This is an optimization exercise on Yosys and OpenROAD, whose aim is small area, not a production implementation.
Where RTL was checked, it was by simulation tests only, not by an equivalence proof against the original.
No functional check of the RTL was part of run 3.
Power figures rest on the tool's default switching activity, not on a simulated workload.

### flow/design.v
module murx_core (
    input  wire         clk,
    input  wire         rst,           
    input  wire [16:0]  code_len,      
    output wire [15:0]  code_addr,
    input  wire [31:0]  code_rdata,
    output wire [15:0]  dmem_addr,
    output wire         dmem_we,
    output wire [15:0]  dmem_wdata,
    input  wire [15:0]  dmem_rdata,
    output wire [9:0]   fs_addr,
    output wire         fs_we,
    output wire [272:0] fs_wdata,
    input  wire [272:0] fs_rdata,
    input  wire [3:0]   dbg_raddr,
    output wire [15:0]  dbg_rdata,
    output wire [1:0]   status,        
    output wire [2:0]   err_code,
    output wire [15:0]  err_info,
    output wire [16:0]  pc,
    output wire         carry,
    output wire [1:0]   cmp,           
    output wire [9:0]   depth
);
    localparam [1:0] ST_RUN = 2'd0, ST_HALT = 2'd1, ST_FAULT = 2'd2;
    localparam [1:0] CMP_NONE = 2'd0, CMP_LT = 2'd1, CMP_EQ = 2'd2, CMP_GT = 2'd3;
    localparam [2:0] E_DIV0 = 3'd1, E_UNKNOWN = 3'd2, E_OVERFLOW = 3'd3,
                     E_UNDERFLOW = 3'd4, E_BOUNDS = 3'd5, E_SHIFT = 3'd6,
                     E_UNSPEC = 3'd7;
    localparam [4:0] S_INIT = 5'd0, S_F0 = 5'd1, S_F1 = 5'd2, S_COL = 5'd3,
                     S_MEM = 5'd4, S_P1 = 5'd5, S_P2 = 5'd6, S_CMP = 5'd7,
                     S_WB = 5'd8, S_ADV = 5'd9, S_CW = 5'd10, S_C2 = 5'd11,
                     S_R1 = 5'd12, S_R2 = 5'd13, S_R3 = 5'd14, S_R4 = 5'd16,
                     S_DONE = 5'd15;
    reg [4:0]  state;
    reg [3:0]  rot;           
    reg        stale;         
    reg [16:0] pc_q;
    reg        carry_q;
    reg [1:0]  cmp_q;
    reg [9:0]  depth_q;
    reg [1:0]  status_q;
    reg [2:0]  err_code_q;
    reg [15:0] A, ACC;
    reg [4:0]  cnt;
    reg        dneg;
    wire fresh = ~stale;
    wire [7:0] b0 = code_rdata[7:0];
    wire [7:0] b1 = code_rdata[15:8];
    wire [7:0] b2 = code_rdata[23:16];
    wire [7:0] b3 = code_rdata[31:24];
    reg f_rr, f_ri, f_rm, f_mr, f_r, f_m, f_a, f_n;
    always @(*) begin
        {f_rr, f_ri, f_rm, f_mr, f_r, f_m, f_a, f_n} = 8'd0;
        case (b0)
            8'h01, 8'h05, 8'h08, 8'h0B, 8'h0E, 8'h13, 8'h16, 8'h19,
            8'h1E, 8'h20, 8'h22:                               f_rr = 1'b1;
            8'h02, 8'h06, 8'h09, 8'h0C, 8'h0F, 8'h14, 8'h17, 8'h1A,
            8'h1F, 8'h21, 8'h23:                               f_ri = 1'b1;
            8'h04, 8'h07, 8'h0A, 8'h0D, 8'h10, 8'h15, 8'h18, 8'h1B,
            8'h24:                                             f_rm = 1'b1;
            8'h03:                                             f_mr = 1'b1;
            8'h11, 8'h1C:                                      f_r  = 1'b1;
            8'h12, 8'h1D:                                      f_m  = 1'b1;
            8'h30, 8'h31:                                      f_n  = 1'b1;
            default:                                           f_a  = 1'b1;
        endcase
    end
    wire [2:0] ilen = (f_rr | f_r) ? 3'd2 : (f_ri | f_rm | f_mr) ? 3'd4 :
                      (f_m | f_a) ? 3'd3 : 3'd1;
    reg k_cp, k_add, k_sub, k_mul, k_div, k_neg, k_negm, k_xor, k_and, k_or,
        k_not, k_shr, k_shl, k_cmp, k_br, k_call, k_ret, k_halt, op_unknown, op_unspec;
    always @(*) begin
        {k_cp, k_add, k_sub, k_mul, k_div, k_neg, k_negm, k_xor, k_and, k_or,
         k_not, k_shr, k_shl, k_cmp, k_br, k_call, k_ret, k_halt, op_unknown, op_unspec} = 20'd0;
        case (b0)
            8'h01, 8'h02, 8'h04: k_cp  = 1'b1;
            8'h05, 8'h06, 8'h07: k_add = 1'b1;
            8'h08, 8'h09, 8'h0A: k_sub = 1'b1;
            8'h0B, 8'h0C, 8'h0D: k_mul = 1'b1;
            8'h0E, 8'h0F, 8'h10: k_div = 1'b1;
            8'h11:               k_neg = 1'b1;
            8'h12:               k_negm = 1'b1;
            8'h13, 8'h14, 8'h15: k_xor = 1'b1;
            8'h16, 8'h17, 8'h18: k_and = 1'b1;
            8'h19, 8'h1A, 8'h1B: k_or  = 1'b1;
            8'h1C:               k_not = 1'b1;
            8'h1E, 8'h1F:        k_shr = 1'b1;
            8'h20, 8'h21:        k_shl = 1'b1;
            8'h22, 8'h23, 8'h24: k_cmp = 1'b1;
            8'h25, 8'h26, 8'h27, 8'h28, 8'h29, 8'h2A, 8'h2B, 8'h2C: k_br = 1'b1;
            8'h2D, 8'h2E:        op_unspec = 1'b1;
            8'h2F:               k_call = 1'b1;
            8'h30:               k_ret  = 1'b1;
            8'h31:               k_halt = 1'b1;
            8'h03, 8'h1D:        ;
            default:             op_unknown = 1'b1;
        endcase
    end
    wire k_shift = k_shr | k_shl;
    wire k_iter  = k_mul | k_div | k_shift;
    wire [3:0]  ra    = f_rr ? b1[7:4] : f_mr ? b3[3:0] : b1[3:0];
    wire [15:0] imm   = {b3, b2};
    wire [15:0] field = {b2, b1};
    reg taken;
    always @(*) begin
        case (b0[3:0])
            4'h5: taken = (cmp_q == CMP_EQ);
            4'h6: taken = (cmp_q == CMP_LT) || (cmp_q == CMP_GT);
            4'h7: taken = (cmp_q == CMP_GT);
            4'h8: taken = (cmp_q == CMP_EQ) || (cmp_q == CMP_GT);
            4'h9: taken = (cmp_q == CMP_LT);
            4'hA: taken = (cmp_q == CMP_EQ) || (cmp_q == CMP_LT);
            4'hB: taken = carry_q;
            default: taken = 1'b1;    
        endcase
    end
    wire [15:0] s15 = fs_rdata[255:240];
    wire [3:0]  rd_reg = (state == S_DONE) ? dbg_raddr :
                         (state == S_P2 || state == S_MEM) ? ra : b1[3:0];
    wire [3:0]  rd_sel = rd_reg + rot;
    wire [15:0] rd = fs_rdata[16*rd_sel +: 16];
    wire        at_ra = (rot == ~ra);           
    wire [15:0] bsrc = (f_rr | f_r | f_mr) ? rd : f_ri ? imm : dmem_rdata;
    wire first = cnt[4];
    reg [16:0] X;
    reg [15:0] Y;
    reg        sub, cin1;
    always @(*) begin
        X = 17'd0; Y = 16'd0; sub = 1'b0; cin1 = 1'b0;
        case (state)
            S_F0:  begin X = pc_q; Y = 16'd1; end
            S_F1, S_ADV: begin X = pc_q; Y = {13'd0, ilen}; end
            S_COL: begin
                X   = (k_cp | k_neg | k_not) ? 17'd0 : {s15[15], s15};
                Y   = bsrc;
                sub = k_sub | k_cmp | k_neg | k_not;
            end
            S_MEM: begin Y = bsrc; sub = f_m; end
            S_P1:  begin Y = bsrc; end
            S_P2:  begin Y = rd; sub = k_div & rd[15]; end
            S_CMP: begin
                if (cnt == 5'd0) begin
                    X = {ACC[15], ACC}; cin1 = A[15];
                end else if (k_mul) begin
                    X   = first ? 17'd0 : {ACC[15], ACC};
                    Y   = A[0] ? bsrc : 16'd0;
                    sub = (cnt == 5'd1);
                end else if (k_div) begin
                    X   = {first ? 16'd0 : ACC, A[15]};
                    Y   = bsrc;
                    sub = ~(ACC[15] & ~first) ^ bsrc[15];
                end else if (k_shl) begin
                    X   = {ACC, A[15]};
                end
            end
            S_WB:  begin Y = A; sub = k_div & dneg; end
            S_CW:  begin X = {7'd0, depth_q}; Y = 16'd1; end
            S_R1:  begin X = {7'd0, depth_q}; Y = 16'd1; sub = 1'b1; end
            default: ;
        endcase
    end
    wire [16:0] Ye = {Y[15], Y} ^ {17{sub}};
    wire [16:0] S  = X + Ye + {16'd0, sub | cin1};
    wire [15:0] p  = X[15:0] ^ Ye[15:0];
    wire [15:0] g  = X[15:0] & Ye[15:0];
    wire        s_ovf  = S[16] ^ S[15];
    wire        s_zero = (S[15:0] == 16'd0);
    wire        oob    = S > code_len;
    reg [15:0] res;
    always @(*) begin
        if (k_and)                                   res = g;
        else if (k_or)                               res = p | g;
        else if (k_xor | k_cp | f_mr | k_not | b0 == 8'h1D) res = p;
        else                                         res = S[15:0];
    end
    reg wr, rotw;
    always @(*) begin
        wr = 1'b0; rotw = 1'b0;
        case (state)
            S_INIT: begin rotw = fresh; wr = 1'b1; end
            S_COL:  begin rotw = fresh; wr = at_ra & ~k_cmp; end
            S_WB:   begin rotw = fresh; wr = at_ra; end
            S_CW:   rotw = fresh;
            default: ;
        endcase
    end
    wire [15:0] rin = wr ? res : s15;
    assign fs_addr  = depth_q;
    assign fs_we    = rotw | (state == S_C2);
    assign fs_wdata = {pc_q, fs_rdata[239:0], rin};
    assign code_addr  = pc_q[15:0];
    assign dmem_addr  = (f_ri | f_rm) ? imm : field;
    assign dmem_we    = (state == S_MEM);
    assign dmem_wdata = res;
    assign dbg_rdata = rd;
    assign status   = status_q;
    assign err_code = err_code_q;
    assign err_info = (err_code_q == E_UNKNOWN || err_code_q == E_UNSPEC) ? {8'd0, b0} :
                      (err_code_q == E_SHIFT) ? A : 16'd0;
    assign pc       = pc_q;
    assign carry    = carry_q;
    assign cmp      = cmp_q;
    assign depth    = depth_q;
    reg        flt;
    reg [2:0]  flt_code;
    always @(*) begin
        flt = 1'b0; flt_code = 3'd0;
        case (state)
            S_F0: if (oob) begin flt = 1'b1; flt_code = E_BOUNDS; end
            S_F1:
                if (op_unknown)      begin flt = 1'b1; flt_code = E_UNKNOWN; end
                else if (op_unspec)  begin flt = 1'b1; flt_code = E_UNSPEC; end
                else if (oob)        begin flt = 1'b1; flt_code = E_BOUNDS; end
                else if (k_ret && depth_q == 10'd0)     begin flt = 1'b1; flt_code = E_UNDERFLOW; end
                else if (k_call && depth_q == 10'd1000) begin flt = 1'b1; flt_code = E_OVERFLOW; end
            S_P1:
                if (k_div && s_zero) begin flt = 1'b1; flt_code = E_DIV0; end
                else if (k_shift && S[15:4] != 12'd0) begin flt = 1'b1; flt_code = E_SHIFT; end
            default: ;
        endcase
    end
    always @(posedge clk) begin
        if (rst) begin
            state      <= S_INIT;
            rot        <= 4'd0;
            stale      <= 1'b1;
            pc_q       <= 17'd0;
            carry_q    <= 1'b0;
            cmp_q      <= CMP_NONE;
            depth_q    <= 10'd0;
            status_q   <= ST_RUN;
            err_code_q <= 3'd0;
        end else begin
            stale <= fs_we;
            if (rotw) rot <= rot + 4'd1;
            if (state == S_P1) A <= S[15:0];    
            if (flt) begin
                status_q   <= ST_FAULT;
                err_code_q <= flt_code;
                state      <= S_DONE;
            end else begin
                case (state)
                    S_INIT: if (rotw && rot == 4'd15) state <= S_F0;
                    S_F0: state <= S_F1;
                    S_F1: begin
                        if (k_br) begin
                            pc_q  <= taken ? {1'b0, field} : S;
                            state <= S_F0;
                        end else if (k_halt) begin
                            pc_q     <= S;
                            status_q <= ST_HALT;
                            state    <= S_DONE;
                        end else if (k_call) begin
                            state <= S_CW;
                        end else if (k_ret) begin
                            state <= S_R1;
                        end else if (f_mr | f_m) begin
                            state <= S_MEM;
                        end else if (k_iter) begin
                            state <= S_P1;
                        end else begin
                            state <= S_COL;
                        end
                    end
                    S_COL: begin
                        if (fresh && at_ra) begin
                            if (k_add | k_sub | k_neg) carry_q <= s_ovf;
                            if (k_cmp) cmp_q <= S[16] ? CMP_LT : s_zero ? CMP_EQ : CMP_GT;
                            state <= S_ADV;
                        end
                    end
                    S_MEM: begin
                        if (k_negm) carry_q <= s_ovf;
                        state <= S_ADV;
                    end
                    S_P1: begin
                        cnt   <= k_shift ? {1'b0, S[3:0]} : 5'd16;
                        dneg  <= S[15];
                        state <= S_P2;
                    end
                    S_P2: begin
                        A     <= S[15:0];
                        dneg  <= dneg ^ rd[15];
                        state <= S_CMP;
                    end
                    S_CMP: begin
                        if (cnt == 5'd0) begin
                            if (k_mul) carry_q <= ~s_zero;
                            state <= S_WB;
                        end else begin
                            cnt <= cnt - 5'd1;
                            if (k_mul | k_shr) begin
                                ACC <= S[16:1];
                                A   <= {S[0], A[15:1]};
                            end else begin
                                ACC <= S[15:0];
                                A   <= {A[14:0], k_div & ~S[16]};
                            end
                        end
                    end
                    S_WB: begin
                        if (fresh && at_ra) begin
                            if (k_div) carry_q <= ~dneg & A[15];
                            state <= S_ADV;
                        end
                    end
                    S_ADV: begin
                        pc_q  <= S;
                        state <= S_F0;
                    end
                    S_CW: begin
                        if (fresh && rot == 4'd15) begin
                            depth_q <= S[9:0];
                            state   <= S_C2;
                        end
                    end
                    S_C2: begin
                        pc_q  <= {1'b0, field};
                        state <= S_F0;
                    end
                    S_R1: begin
                        depth_q <= S[9:0];
                        rot     <= 4'd0;
                        state   <= S_R2;
                    end
                    S_R2: state <= S_R3;
                    S_R3: begin
                        pc_q  <= fs_rdata[272:256];
                        state <= S_R4;
                    end
                    S_R4: state <= S_ADV;
                    default: ;    
                endcase
            end
        end
    end
endmodule
### flow/run.sh
#!/bin/bash
# synth_recipe.tcl (not shown) runs the flow's synth.tcl, then flattens the netlist and writes it again
# the make line also repeats each setting of config.mk as NAME=value (left out here)
make -C /OpenROAD-flow-scripts/flow DESIGN_CONFIG=/design/flow/config.mk WORK_HOME=/design/flow/orfs CLKGATE_MAP_FILE= SYNTH_SCRIPT=/design/flow/synth_recipe.tcl finish
### flow/config.mk
export PLATFORM = sky130hd
export DESIGN_NAME = murx_core
export DESIGN_NICKNAME = murx_core
export VERILOG_FILES = /design/flow/design.v
export SDC_FILE = /design/flow/constraint.sdc
export NUM_CORES = 4
export LEC_CHECK = 0
export CAP_MARGIN = 20
export CORE_MARGIN = 2
export CORE_UTILIZATION = 40
export SLEW_MARGIN = 20
### flow/constraint.sdc
create_clock -name core_clock -period 10.0 [get_ports {clk}]
set_input_delay 2.0000 -clock core_clock [delete_from_list [all_inputs] [get_ports {clk}]]
set_output_delay 2.0000 -clock core_clock [all_outputs]
set_load 0.01 [all_outputs]
==> results by group, run 1 <==
Yosys
  – Synth top area share: 0.147
  – Synth Register Bits: 83
  – Synth unique cells: 94
  – Synthesis warning total: 1
  – EDFF count, synth: 38
  – Simple-Gate Fraction of Synth Area: 0.166
  – Largest family of logic cells by synthesized area: compound AO/OA/AOI/OAI gates
  – XOR/XNOR share of the synthesized area: 0.0371
  – Commonest cells post-synth: 286 x buf_4, 180 x nand2_1, 123 x a21oi_1, 113 x nor2_1, 104 x o21ai_0
  – Post-Syn Area: 14600 um2
  – Post-synthesis compound-gate area fraction: 0.230
  – Most common flop cell mapped by yosys: dfxtp_1
  – Top post-synthesis cells by area: buf_4 15%, mux4_2 12%, edfxtp_1 7.8%
  – Syn avg cell area: 8.00 um2
  – Cell taking the most area after synthesis: buf_4
  – Adder-cell area share of the yosys netlist: 0.0564
  – Most common cell in the synthesized netlist: buf_4
  – Mux contribution to synthesized area: 0.172
  – Mapped Cells: 1825
  – Sequential area share after synthesis: 0.140
  – Mapped Nets: 2233
  – Ys async rst share: 0

Outcome
  – Failed at: I/O pin placement
  – Error message: [ERROR PPL-0024] Number of IO pins (744) exceeds maximum number of available positions (700). Increase the die perimeter from 780.34um to 1011.84um.
  – Outcome: aborted with a tool error

Floorplan
  – Initial Utilization: 0.409
  – Vert. Die Dim: 195 um
  – Die X: 195 um
  – FP Rows: 69
cells by family after synthesis:
logic type               after synthesis
AO/OA/AOI/OAI                        493
multiplexers                         148
adder cells (fa/ha/maj)               64
buffers and inverters                476
AND/OR/NAND/NOR                      500
XOR/XNOR                              61
flip-flops                            83
==> inputs of run 2 (changes only) <==
--- a/flow/config.mk
+++ b/flow/config.mk
@@ -8,4 +8,4 @@
 export CAP_MARGIN = 20
-export CORE_MARGIN = 2
-export CORE_UTILIZATION = 40
+export CORE_AREA = 10 10 270 270
+export DIE_AREA = 0 0 280 280
 export SLEW_MARGIN = 20
==> results by group, run 2 <==
Clocking
  – CTS tree: done
  – Clock Tree Buf Depth: 2
  – Root buffer cell: clkbuf_16
  – H-tree depth: 3
  – Clock sinks: 83
  – CTS clk-pin slew, worst paths: 70 ps
  – Worst-Skew Late Latency: 360 ps
  – Number of CTS-inserted buffers: 9

Yosys
  – Top post-synthesis cells by area: buf_4 15%, mux4_2 12%, edfxtp_1 7.8%
  – Synth Register Bits: 83 (unchanged)
  – Sequential area share after synthesis: 0.140 (unchanged)
  – Synth unique cells: 94 (unchanged)
  – Cell taking the most area after synthesis: buf_4
  – Mapped Nets: 2233 (unchanged)
  – Synthesis warning total: 1 (unchanged)
  – Most common cell in the synthesized netlist: buf_4
  – EDFF count, synth: 38 (unchanged)
  – Commonest cells post-synth: 286 x buf_4, 180 x nand2_1, 123 x a21oi_1, 113 x nor2_1, 104 x o21ai_0
  – Mapped Cells: 1825 (unchanged)
  – Ys async rst share: 0 (unchanged)
  – Post-Syn Area: 14600 um2 (unchanged)
  – Most common flop cell mapped by yosys: dfxtp_1
  – Synth top area share: 0.147 (unchanged)
  – Syn avg cell area: 8.00 um2 (unchanged)

Placed design
  – Port Buffer Count: 743
  – Placer Congestion: 1.09
  – DP Worst Slack: -2160 ps
  – Dpl cells: 3358
  – Hpwl dp: 111 mm

Floorplan
  – Core area: 67000 um2
  – FP Rows: 95 (+38%)
  – Die Outline Area: 78400 um2
  – Die X: 280 um (+44%)
  – Initial Utilization: 0.218 (-0.191)
  – I/O pins: 744
  – Vert. Die Dim: 280 um (+44%)

Pwr
  – VDD IR max: 0.112 mV
  – Leak: 10.1 nW
  – Tot Pwr: 0.00622 W
  – P per Cell Area: 247 nW/um2

Route
  – DR DRC count: 0
  – Vias post-DR: 18700
  – Iteration-0 DRC Markers: 2079
  – ANT nets after route: 0
  – Final WL: 129 mm
  – DR WL/cell: 37.1 um
  – Vias per cell: 5.40
  – TritonRoute pass-1 iters: 6

Finish
  – Most frequent cells in the layout: 704 x clkdlybuf4s50_1, 365 x buf_4, 177 x nand2_1
  – Synthesis-to-finish area growth: 72.4%
  – Fill cell count: 6763
  – Nets: 2990
  – Commonest non-fill, non-tap cell in the layout: clkdlybuf4s50_1
  – Largest Register: pc_q
  – Share of cells above drive strength 1: 0.286
  – Top Registers: pc_q (17), ACC (16), A (16)
  – Non-Filler Instances: 3466
  – Max reg flops: 17

Timing
  – Max_slew headroom: 0.340
  – Post-route clock period utilization: 1.11
  – Final Critical Period: 11140 ps
  – Skew final: 9.02 ps
  – Final TNS setup: -53730 ps
  – Slew Viols, Final: 0
  – Final Hold Fails: 0
  – Worst-Margin Slew: 987 ps
  – Worst setup margin: -1140 ps
  – RSZ-0062 raised after global routing: true
  – Final setup viols: 81
  – Fmax: 89.8 MHz

Setup path
  – R2r startpoint: state[4]$_SDFFE_PP0P_
  – Critical-path top delay cell: fa_4
  – CP Class: primary input to primary output
  – Crit end category: primary output
  – CP startpoint: code_rdata[2]
  – CP max FO: 7
  – Crit path arrival time: 9140 ps
  – CP startpoint kind: primary input
  – Critical path required time: 8000 ps
  – Most used cell, CP: buf_4
  – CP peak stage delay: 840 ps

Global route
  – GRT Util Overall: 0.309
  – First-pass GRT wire length: 167 mm
  – Vias in the first global route: 18600
  – Largest net degree at the start of global routing: 41
  – GRT overflow: 0
  – Initial antenna violation count: 14

Worst hold path
  – Hold_sp: err_code_q[2]$_SDFFE_PP0P_
  – Worst min path class: register to register

Flow run
  – Max-cap violation count: 0

Outcome
  – Outcome: complete, but fails checks
  – SO Viols: setup timing
==> run 2: cell counts after synthesis <==
Identical to the previous run, type by type.
==> run 2: cells by family (layout without fill, tap and decap cells) <==
kind of cell,Yosys count,count (layout),synth area share
simple gates,500,500,0.166
buf+inv,476,1238,0.199
xor+xnor,61,61,0.0371
mux,148,148,0.172
other cells,0,6,0
fa+ha+maj,64,64,0.0564
compound gates,493,493,0.230
flops,83,83,0.140
==> run 2: path summary, 6_finish.rpt <==
kind	endpoint	slack [ps]	cells past startpoint
worst min-delay path	err_code_q[2]$_SDFFE_PP0P_	470	2
worst max register to register	ACC[3]$_DFFE_PP_	840	38
worst min register to register	err_code_q[2]$_SDFFE_PP0P_	470	2
worst max-delay path	fs_wdata[8]	-1140	33
==> run 2: routing by layer <==
| metal | up-vias | global-route usage | routed length (um) |
|---|---|---|---|
| met1 | 9351 | 0.364 | 49800 |
| met3 | 195 | 0.135 | 15500 |
| met5 | - | 0 | 80 |
| met2 | 1215 | 0.463 | 55000 |
| met4 | 12 | 0.171 | 8250 |
| li1 | 7957 | - | - |
==> run 2: area by class of cell <==
cell class              count  area [um2]  area share
clock buffers               9         225     0.00894
multi-input cells        1266       10700       0.423
inverters                  77         313      0.0124
repair buffers           1145       10800       0.427
clock inverters             7        86.3     0.00343
well taps                 873        1090      0.0434
diodes                      6        15.0    0.000596
flip-flops and latches     83        2040      0.0811
==> run 2: repair_timing <==
action,CTS,global route
hold buffers,0,0
buffers inserted,48,41
setup endpoints to repair,83,82
gates resized for setup,232,111
cloned,2,4
pin swaps,51,64
==> run 2: metrics by stage <==
step	util	hold WS, ps	cell area (um2)
detailed placement	0.347	459	23300
global placement	0.347	446	23300
global route	0.376	521	25200
CTS	0.363	469	24300
floorplan	-	525	15000
finish	0.376	471	25200
==> run 2: critical path, delay by kind of cell <==
kind / cells / cell delay, ps
AO/OA/AOI/OAI: 12 / 2210
adder cells (fa/ha/maj): 3 / 1580
buffers and inverters: 11 / 1400
multiplexers: 3 / 1400
XOR/XNOR: 2 / 380
AND/OR/NAND/NOR: 2 / 150
==> run 2: power by group <==
part	internal (W)	leakage, nW	switching [W]
combinational	0.00254	9.26	0.00275
clock	0.000178	0.150	0.000174
sequential	0.000438	0.725	0.000143
total	0.00316	10.1	0.00306
==> inputs of run 3 (changes only) <==
--- a/flow/design.v
+++ b/flow/design.v
@@ -31,5 +31,5 @@
                      S_MEM = 5'd4, S_P1 = 5'd5, S_P2 = 5'd6, S_CMP = 5'd7,
-                     S_WB = 5'd8, S_ADV = 5'd9, S_CW = 5'd10, S_C2 = 5'd11,
+                     S_WR = 5'd8, S_ADV = 5'd9, S_CW = 5'd10, S_C2 = 5'd11,
                      S_R1 = 5'd12, S_R2 = 5'd13, S_R3 = 5'd14, S_R4 = 5'd16,
-                     S_DONE = 5'd15;
+                     S_MEMW = 5'd17, S_DONE = 5'd15;
     reg [4:0]  state;
@@ -46,2 +46,4 @@
     reg        dneg;
+    reg        iterd;         
+    reg [1:0]  trc;           
     wire fresh = ~stale;
@@ -119,5 +121,11 @@
     wire [3:0]  rd_reg = (state == S_DONE) ? dbg_raddr :
-                         (state == S_P2 || state == S_MEM) ? ra : b1[3:0];
+                         (state == S_P2 || (state == S_MEM && f_mr)) ? ra : b1[3:0];
     wire [3:0]  rd_sel = rd_reg + rot;
-    wire [15:0] rd = fs_rdata[16*rd_sel +: 16];
+    reg  [15:0] rd;
+    integer ri;
+    always @(*) begin
+        rd = 16'd0;
+        for (ri = 0; ri < 16; ri = ri + 1)
+            rd = rd | (fs_rdata[16*ri +: 16] & {16{rd_sel == ri}});
+    end
     wire        at_ra = (rot == ~ra);           
@@ -126,17 +134,22 @@
     reg [16:0] X;
-    reg [15:0] Y;
+    reg [16:0] Y;
     reg        sub, cin1;
     always @(*) begin
-        X = 17'd0; Y = 16'd0; sub = 1'b0; cin1 = 1'b0;
+        X = 17'd0; Y = 17'd0; sub = 1'b0; cin1 = 1'b0;
         case (state)
-            S_F0:  begin X = pc_q; Y = 16'd1; end
-            S_F1, S_ADV: begin X = pc_q; Y = {13'd0, ilen}; end
+            S_F0:  begin X = pc_q; Y = code_len; sub = 1'b1; end
+            S_F1, S_ADV: begin X = pc_q; Y = {14'd0, ilen}; end
             S_COL: begin
-                X   = (k_cp | k_neg | k_not) ? 17'd0 : {s15[15], s15};
-                Y   = bsrc;
-                sub = k_sub | k_cmp | k_neg | k_not;
+                if (iterd) begin
+                    Y   = {A[15], A};
+                    sub = k_div & dneg;
+                end else begin
+                    X   = (k_cp | k_neg | k_not) ? 17'd0 : {s15[15], s15};
+                    Y   = {bsrc[15], bsrc};
+                    sub = k_sub | k_cmp | k_neg | k_not;
+                end
             end
-            S_MEM: begin Y = bsrc; sub = f_m; end
-            S_P1:  begin Y = bsrc; end
-            S_P2:  begin Y = rd; sub = k_div & rd[15]; end
+            S_MEM: begin Y = {bsrc[15], bsrc}; sub = f_m; end
+            S_P1:  begin Y = {bsrc[15], bsrc}; end
+            S_P2:  begin Y = {rd[15], rd}; sub = k_div & rd[15]; end
             S_CMP: begin
@@ -146,3 +159,3 @@
                     X   = first ? 17'd0 : {ACC[15], ACC};
-                    Y   = A[0] ? bsrc : 16'd0;
+                    Y   = A[0] ? {bsrc[15], bsrc} : 17'd0;
                     sub = (cnt == 5'd1);
@@ -150,3 +163,3 @@
                     X   = {first ? 16'd0 : ACC, A[15]};
-                    Y   = bsrc;
+                    Y   = {bsrc[15], bsrc};
                     sub = ~(ACC[15] & ~first) ^ bsrc[15];
@@ -156,5 +169,4 @@
             end
-            S_WB:  begin Y = A; sub = k_div & dneg; end
-            S_CW:  begin X = {7'd0, depth_q}; Y = 16'd1; end
-            S_R1:  begin X = {7'd0, depth_q}; Y = 16'd1; sub = 1'b1; end
+            S_CW:  begin X = {7'd0, depth_q}; Y = 17'd1; end
+            S_R1:  begin X = {7'd0, depth_q}; Y = 17'd1; sub = 1'b1; end
             default: ;
@@ -162,4 +174,7 @@
     end
-    wire [16:0] Ye = {Y[15], Y} ^ {17{sub}};
-    wire [16:0] S  = X + Ye + {16'd0, sub | cin1};
+    wire [16:0] Ye = Y ^ {17{sub}};
+    wire        cin = sub | cin1;
+    wire [18:0] Sx = {1'b0, X, cin} + {1'b0, Ye, cin};
+    wire [16:0] S  = Sx[17:1];
+    wire        c17 = Sx[18];
     wire [15:0] p  = X[15:0] ^ Ye[15:0];
@@ -168,6 +183,17 @@
     wire        s_zero = (S[15:0] == 16'd0);
-    wire        oob    = S > code_len;
+    wire        pc_oob = c17;
+    wire [1:0]  trc_n  = (&S[16:2]) ? S[1:0] : 2'd0;
+    reg         trunc;    
+    always @(*) begin
+        case (trc)
+            2'd3:    trunc = (ilen != 3'd1);
+            2'd2:    trunc = (ilen == 3'd3) || (ilen == 3'd4);
+            2'd1:    trunc = (ilen == 3'd4);
+            default: trunc = 1'b0;
+        endcase
+    end
     reg [15:0] res;
     always @(*) begin
-        if (k_and)                                   res = g;
+        if (iterd)                                   res = S[15:0];
+        else if (k_and)                              res = g;
         else if (k_or)                               res = p | g;
@@ -181,4 +207,4 @@
             S_INIT: begin rotw = fresh; wr = 1'b1; end
-            S_COL:  begin rotw = fresh; wr = at_ra & ~k_cmp; end
-            S_WB:   begin rotw = fresh; wr = at_ra; end
+            S_COL:  rotw = fresh & ~at_ra;
+            S_WR:   begin rotw = 1'b1; wr = 1'b1; end
             S_CW:   rotw = fresh;
@@ -187,3 +213,3 @@
     end
-    wire [15:0] rin = wr ? res : s15;
+    wire [15:0] rin = (state == S_INIT) ? 16'd0 : wr ? A : s15;
     assign fs_addr  = depth_q;
@@ -193,4 +219,4 @@
     assign dmem_addr  = (f_ri | f_rm) ? imm : field;
-    assign dmem_we    = (state == S_MEM);
-    assign dmem_wdata = res;
+    assign dmem_we    = (state == S_MEMW);
+    assign dmem_wdata = A;
     assign dbg_rdata = rd;
@@ -204,20 +230,2 @@
     assign depth    = depth_q;
-    reg        flt;
-    reg [2:0]  flt_code;
-    always @(*) begin
-        flt = 1'b0; flt_code = 3'd0;
-        case (state)
-            S_F0: if (oob) begin flt = 1'b1; flt_code = E_BOUNDS; end
-            S_F1:
-                if (op_unknown)      begin flt = 1'b1; flt_code = E_UNKNOWN; end
-                else if (op_unspec)  begin flt = 1'b1; flt_code = E_UNSPEC; end
-                else if (oob)        begin flt = 1'b1; flt_code = E_BOUNDS; end
-                else if (k_ret && depth_q == 10'd0)     begin flt = 1'b1; flt_code = E_UNDERFLOW; end
-                else if (k_call && depth_q == 10'd1000) begin flt = 1'b1; flt_code = E_OVERFLOW; end
-            S_P1:
-                if (k_div && s_zero) begin flt = 1'b1; flt_code = E_DIV0; end
-                else if (k_shift && S[15:4] != 12'd0) begin flt = 1'b1; flt_code = E_SHIFT; end
-            default: ;
-        endcase
-    end
     always @(posedge clk) begin
@@ -237,12 +245,24 @@
             if (state == S_P1) A <= S[15:0];    
-            if (flt) begin
-                status_q   <= ST_FAULT;
-                err_code_q <= flt_code;
-                state      <= S_DONE;
-            end else begin
+            begin
                 case (state)
                     S_INIT: if (rotw && rot == 4'd15) state <= S_F0;
-                    S_F0: state <= S_F1;
+                    S_F0: begin
+                        trc   <= trc_n;
+                        if (pc_oob) begin
+                            status_q <= ST_FAULT; err_code_q <= E_BOUNDS; state <= S_DONE;
+                        end else
+                            state <= S_F1;
+                    end
                     S_F1: begin
-                        if (k_br) begin
+                        if (op_unknown) begin
+                            status_q <= ST_FAULT; err_code_q <= E_UNKNOWN; state <= S_DONE;
+                        end else if (op_unspec) begin
+                            status_q <= ST_FAULT; err_code_q <= E_UNSPEC; state <= S_DONE;
+                        end else if (trunc) begin
+                            status_q <= ST_FAULT; err_code_q <= E_BOUNDS; state <= S_DONE;
+                        end else if (k_ret && depth_q == 10'd0) begin
+                            status_q <= ST_FAULT; err_code_q <= E_UNDERFLOW; state <= S_DONE;
+                        end else if (k_call && depth_q == 10'd1000) begin
+                            status_q <= ST_FAULT; err_code_q <= E_OVERFLOW; state <= S_DONE;
+                        end else if (k_br) begin
                             pc_q  <= taken ? {1'b0, field} : S;
@@ -264,2 +284,3 @@
                         end
+                        iterd <= 1'b0;
                     end
@@ -267,12 +288,22 @@
                         if (fresh && at_ra) begin
-                            if (k_add | k_sub | k_neg) carry_q <= s_ovf;
-                            if (k_cmp) cmp_q <= S[16] ? CMP_LT : s_zero ? CMP_EQ : CMP_GT;
-                            state <= S_ADV;
+                            A <= res;
+                            if (iterd) begin
+                                if (k_div) carry_q <= ~dneg & A[15];
+                            end else begin
+                                if (k_add | k_sub | k_neg) carry_q <= s_ovf;
+                                if (k_cmp) cmp_q <= S[16] ? CMP_LT : s_zero ? CMP_EQ : CMP_GT;
+                            end
+                            state <= k_cmp ? S_ADV : S_WR;
                         end
                     end
+                    S_WR: state <= S_ADV;
                     S_MEM: begin
+                        A <= res;
                         if (k_negm) carry_q <= s_ovf;
-                        state <= S_ADV;
+                        state <= S_MEMW;
                     end
+                    S_MEMW: state <= S_ADV;
                     S_P1: begin
+                        err_code_q <= (k_div && s_zero) ? E_DIV0 :
+                                      (k_shift && S[15:4] != 12'd0) ? E_SHIFT : 3'd0;
                         cnt   <= k_shift ? {1'b0, S[3:0]} : 5'd16;
@@ -282,5 +313,9 @@
                     S_P2: begin
-                        A     <= S[15:0];
-                        dneg  <= dneg ^ rd[15];
-                        state <= S_CMP;
+                        if (err_code_q != 3'd0) begin
+                            status_q <= ST_FAULT; state <= S_DONE;
+                        end else begin
+                            A     <= S[15:0];
+                            dneg  <= dneg ^ rd[15];
+                            state <= S_CMP;
+                        end
                     end
@@ -289,3 +324,4 @@
                             if (k_mul) carry_q <= ~s_zero;
-                            state <= S_WB;
+                            iterd <= 1'b1;
+                            state <= S_COL;
                         end else begin
@@ -300,8 +336,2 @@
                         end
-                    end
-                    S_WB: begin
-                        if (fresh && at_ra) begin
-                            if (k_div) carry_q <= ~dneg & A[15];
-                            state <= S_ADV;
-                        end
                     end
==> flow/flow/run.sh (new file) <==
#!/bin/bash
# Layout flow: the standard flow (standard.sh) with two changes to how the
# layout is made:
#  - synthesis maps with an area-oriented ABC script (abc_area_min.script)
#    instead of ORFS's delay-oriented one; everything else in synthesis,
#    including the registers, is the standard synthesis;
#  - port buffers are the smallest buffer cell, buf_1, instead of the cell
#    buffer_ports picks by default.
# Each tool's output goes to a log file in this folder.
set -euo pipefail
here=$(pwd)
rm -rf "$here/scripts_mod"
cp -r "$FLOW_HOME/scripts" "$here/scripts_mod"
cp "$here/flow/abc_area_min.script" "$here/scripts_mod/abc_speed.script"
bash standard.sh SCRIPTS_DIR="$here/scripts_mod" \
  BUFFER_PORTS_ARGS="-buffer_cell sky130_fd_sc_hd__buf_1" finish > "$here/flow_make.log" 2>&1
==> flow/flow/abc_area_min.script (new file) <==
&get -n
&st
&syn2
&dch -f
&nf -a -R 1000
&put
==> flow/standard.sh (new file) <==
#!/bin/bash
# synth_recipe.tcl (not shown) runs the flow's synth.tcl, then flattens the netlist and writes it again
# the make line also repeats each setting of config.mk as NAME=value (left out here)
make -C /OpenROAD-flow-scripts/flow DESIGN_CONFIG=/design/flow/config.mk WORK_HOME=/design/flow/orfs CLKGATE_MAP_FILE= SYNTH_SCRIPT=/design/flow/synth_recipe.tcl "${@:-finish}"
--- a/flow/config.mk
+++ b/flow/config.mk
@@ -9,2 +9,3 @@
 export CORE_AREA = 10 10 270 270
+export CTS_BUF_LIST = sky130_fd_sc_hd__clkbuf_4 sky130_fd_sc_hd__clkbuf_8
 export DIE_AREA = 0 0 280 280
removed: flow/run.sh
==> results by group, run 3 <==
Timing
  – Final setup viols: 2 (-98%)
  – Max_slew headroom: 0.289 (-0.0512)
  – Final Hold Fails: 0 (unchanged)
  – RSZ-0062 raised after global routing: true
  – Fmax: 99.5 MHz (+11%)
  – Worst setup margin: -48.9 ps (+1090 ps)
  – Slew Viols, Final: 0 (unchanged)
  – Final Critical Period: 10050 ps (-1090 ps)
  – Skew final: 10.5 ps (+1.52 ps)
  – Post-route clock period utilization: 1.00 (-0.109)
  – Hold Slack: 514 ps (+42.9 ps)
  – Worst-Margin Slew: 1060 ps (+75.3 ps)

Placed design
  – Port Buffer Count: 743 (unchanged)
  – Hpwl dp: 116 mm (+4.7%)
  – Placer Congestion: 1.04 (-4.9%)

Flow run
  – Max-cap violation count: 0 (unchanged)

Yosys
  – Syn avg cell area: 7.16 um2 (-11%)
  – Mapped Nets: 2158 (-3.4%)
  – Post-Syn Area: 12600 um2 (-13%)
  – XOR/XNOR share of the synthesized area: 0.0367 (-0.000391)
  – Synth top area share: 0.168 (+0.0210)
  – Mapped Cells: 1767 (-3.2%)
  – Ys async rst share: 0 (unchanged)
  – Adder-cell area share of the yosys netlist: 0.0477 (-0.00868)
  – Most common flop cell mapped by yosys: dfxtp_1
  – Sequential area share after synthesis: 0.169 (+0.0288)
  – Most common cell in the synthesized netlist: buf_4
  – Mux contribution to synthesized area: 0.0293 (-0.143)
  – Post-synthesis compound-gate area fraction: 0.335 (+0.105)
  – Simple-Gate Fraction of Synth Area: 0.199 (+0.0330)
  – Largest family of logic cells by synthesized area: compound AO/OA/AOI/OAI gates
  – Synthesis warning total: 1 (unchanged)
  – Commonest cells post-synth: 283 x buf_4, 192 x nand2_1, 192 x nor2_1, 188 x a21oi_1, 141 x o21ai_0
  – Synth Register Bits: 86 (+3.6%)
  – EDFF count, synth: 41 (+7.9%)
  – Synth unique cells: 56 (-40%)
  – Cell taking the most area after synthesis: buf_4
  – Top post-synthesis cells by area: buf_4 17%, edfxtp_1 9.7%, a21oi_1 7.4%

Clocking
  – Worst-Skew Late Latency: 410 ps (+50 ps)
  – Number of CTS-inserted buffers: 9 (unchanged)
  – H-tree depth: 3 (unchanged)
  – CTS clk-pin slew, worst paths: 100 ps (+30 ps)
  – Root buffer cell: clkbuf_8
  – Clock sinks: 86 (+3.6%)
  – Clock Tree Buf Depth: 2 (unchanged)
  – CTS tree: done

Route
  – Wire length on met3: 23.8 mm (+54%)
  – Vias post-DR: 18800 (+0.29%)
  – Met1 wire length: 47.6 mm (-4.3%)
  – Vias per cell: 5.54 (+2.5%)
  – Final WL: 133 mm (+3.5%)
  – Max Used Layer: met5
  – DR DRC count: 0 (unchanged)
  – TritonRoute pass-1 iters: 9 (+3)
  – DR WL/cell: 39.3 um (+5.8%)
  – Iteration-0 DRC Markers: 3331 (+60%)
  – ANT nets after route: 0 (unchanged)
  – Met2 wire length: 53.8 mm (-2.2%)

Pwr
  – Leak: 5.99 nW (-41%)
  – P per Cell Area: 286 nW/um2 (+16%)
  – VDD IR max: 0.158 mV (+41%)

Floorplan
  – I/O pins: 744 (unchanged)
  – Core area: 67000 um2 (unchanged)
  – Initial Utilization: 0.189 (-0.0292)
  – Die X: 280 um (unchanged)
  – Vert. Die Dim: 280 um (unchanged)
  – Die Outline Area: 78400 um2 (unchanged)
  – FP Rows: 95 (unchanged)

Finish
  – Commonest non-fill, non-tap cell in the layout: buf_1
  – Final core utilization: 0.257 (-0.118)
  – Synthesis-to-finish area growth: 36.4%
  – Top Registers: pc_q (17), ACC (16), A (16)
  – Share of cells above drive strength 1: 0.149 (-0.138)
  – Largest Register: pc_q
  – Nets: 2893 (-3.2%)
  – Max reg flops: 17 (unchanged)
  – Most frequent cells in the layout: 741 x buf_1, 254 x buf_4, 183 x nand2_1

Setup path
  – Crit path arrival time: 10330 ps (+1190 ps)
  – CP max FO: 7 (unchanged)
  – Critical-path top delay cell: or4_1
  – CP Class: primary input to register
  – CP peak stage delay: 510 ps (-330 ps)
  – Crit end category: register
  – CP startpoint kind: primary input
  – Critical path required time: 10280 ps (+2280 ps)

Global route
  – Initial antenna violation count: 24 (+10)
  – Largest net degree at the start of global routing: 43 (+4.9%)
  – First-pass GRT wire length: 168 mm (+0.96%)
  – Vias in the first global route: 17700 (-4.6%)
  – GRT overflow: 0 (unchanged)
  – GRT Util Overall: 0.319 (+0.0102)

Outcome
  – SO Viols: setup timing
  – Outcome: complete, but fails checks

Worst hold path
  – Worst min path class: register to register
-- run 3: cell types whose count changed after synthesis, sizes merged, moves of 42 or more --
cell / before / now
inv: 76 / 0
clkinv: 1 / 55
mux4: 79 / 0
a21oi: 124 / 188
a22oi: 26 / 68
clkbuf: 88 / 0
nor2: 113 / 192
-- run 3: cell type report --
class                           instances  area [um2]
Multi-Input combinational cell       1343        8720
Fill cell                            7755       49800
Antenna cell                           10        25.0
Sequential cell                        86        2130
Clock inverter                          7        72.6
Inverter                               55         245
Clock buffer                            9         124
Tap cell                              873        1090
Timing Repair Buffer                 1007        4840
-- run 3: stage by stage --
stage | TNS (ps) | std cells | instance area (um2) | setup slack [ps] | total power (W)
5_1_grt | -3120 | 3383 | 17200 | -489 | 0.00514
2_1_floorplan | -14160 | 1767 | 12900 | -1270 | 0.00244
4_1_cts | 0 | 3361 | 16900 | 56.0 | 0.00466
3_5_place_dp | -3430 | 3337 | 16500 | -619 | 0.00434
6_report | -88.2 | 3390 | 17200 | -48.9 | 0.00493
3_3_place_gp | -2920 | 3337 | 16500 | -538 | 0.00434
-- run 3: kinds of logic (layout without fill, tap and decap cells) --
logic type                 after synthesis  count (layout)
AOI/OAI and AO/OA                      642             642
xor gates and xnor gates                53              53
muxes                                   35              35
buffers and inverters                  338            1078
DFF                                     86              86
adders and majority gates               47              47
other                                    0              10
and+or+nand+nor                        566             566
-- run 3: critical path, delay by kind of cell --
family	cells	cell delay, ps
simple gates	19	3050
compound gates	15	2710
buf+inv	8	1000
fa+ha+maj	3	920
xor+xnor	4	530
mux	1	110
-- run 3: final timing paths --
check | slack (ps) | from | cells past startpoint | end
max | -50 | code_rdata[0] | 50 | trc[0]$_SDFFCE_PN0P_
min | 510 | status_q[0]$_SDFFE_PP0P_ | 2 | status_q[0]$_SDFFE_PP0P_
max reg2reg | 1480 | state[2]$_SDFFE_PP0P_ | 43 | trc[0]$_SDFFCE_PN0P_
min reg2reg | 510 | status_q[0]$_SDFFE_PP0P_ | 2 | status_q[0]$_SDFFE_PP0P_
-- run 3: metal layers --
layer,vias up,GRT usage
met5,-,0
met4,18,0.153
met2,1507,0.460
met1,9117,0.355
li1,7902,-
met3,240,0.212
-- run 3: where the power goes --
| part | switching [W] | internal (W) |
|---|---|---|
| registers | 0.000217 | 0.000489 |
| clock network | 0.000160 | 0.000117 |
| logic | 0.00247 | 0.00147 |
-- run 3: timing repair --
action	CTS	global route
pin swaps	7	38
hold buffers	0	0
setup buffers	8	20
resized for setup	10	57
endpoints found under the setup margin	3	20

-- what the ideal ports hide --
The results above use ideal ports. As a check the final layouts listed here were re-extracted and re-timed, cells and wires unchanged. Step 1 (the two cells are an assumption about what drives the block):
set clk [get_ports {clk}]
set_driving_cell -lib_cell sky130_fd_sc_hd__clkbuf_16 $clk
set_driving_cell -lib_cell sky130_fd_sc_hd__buf_2 [delete_from_list [all_inputs] $clk]
Step 2 moves the port delays by t, midway between the first and last clock arrival at a register: inputs arrive t later, outputs are due t later. That takes back most of the time a late clock gives input paths. Three values: ideal, step 1, step 2; two values: the first two.
run	shift t [ns]	slack for setup (ns)	clock arrival spread, ns	worst data-port slew with drivers (ns)
run 2	0.411	-1.139 / -1.191 / -1.191	0.009 / 0.009	0.13
run 3	0.458	-0.049 / -0.027 / -0.485	0.011 / 0.011	0.18
For run 3, which loses most, drivers alone change the setup slack by +0.022 ns; drivers and shift together by -0.436 ns.
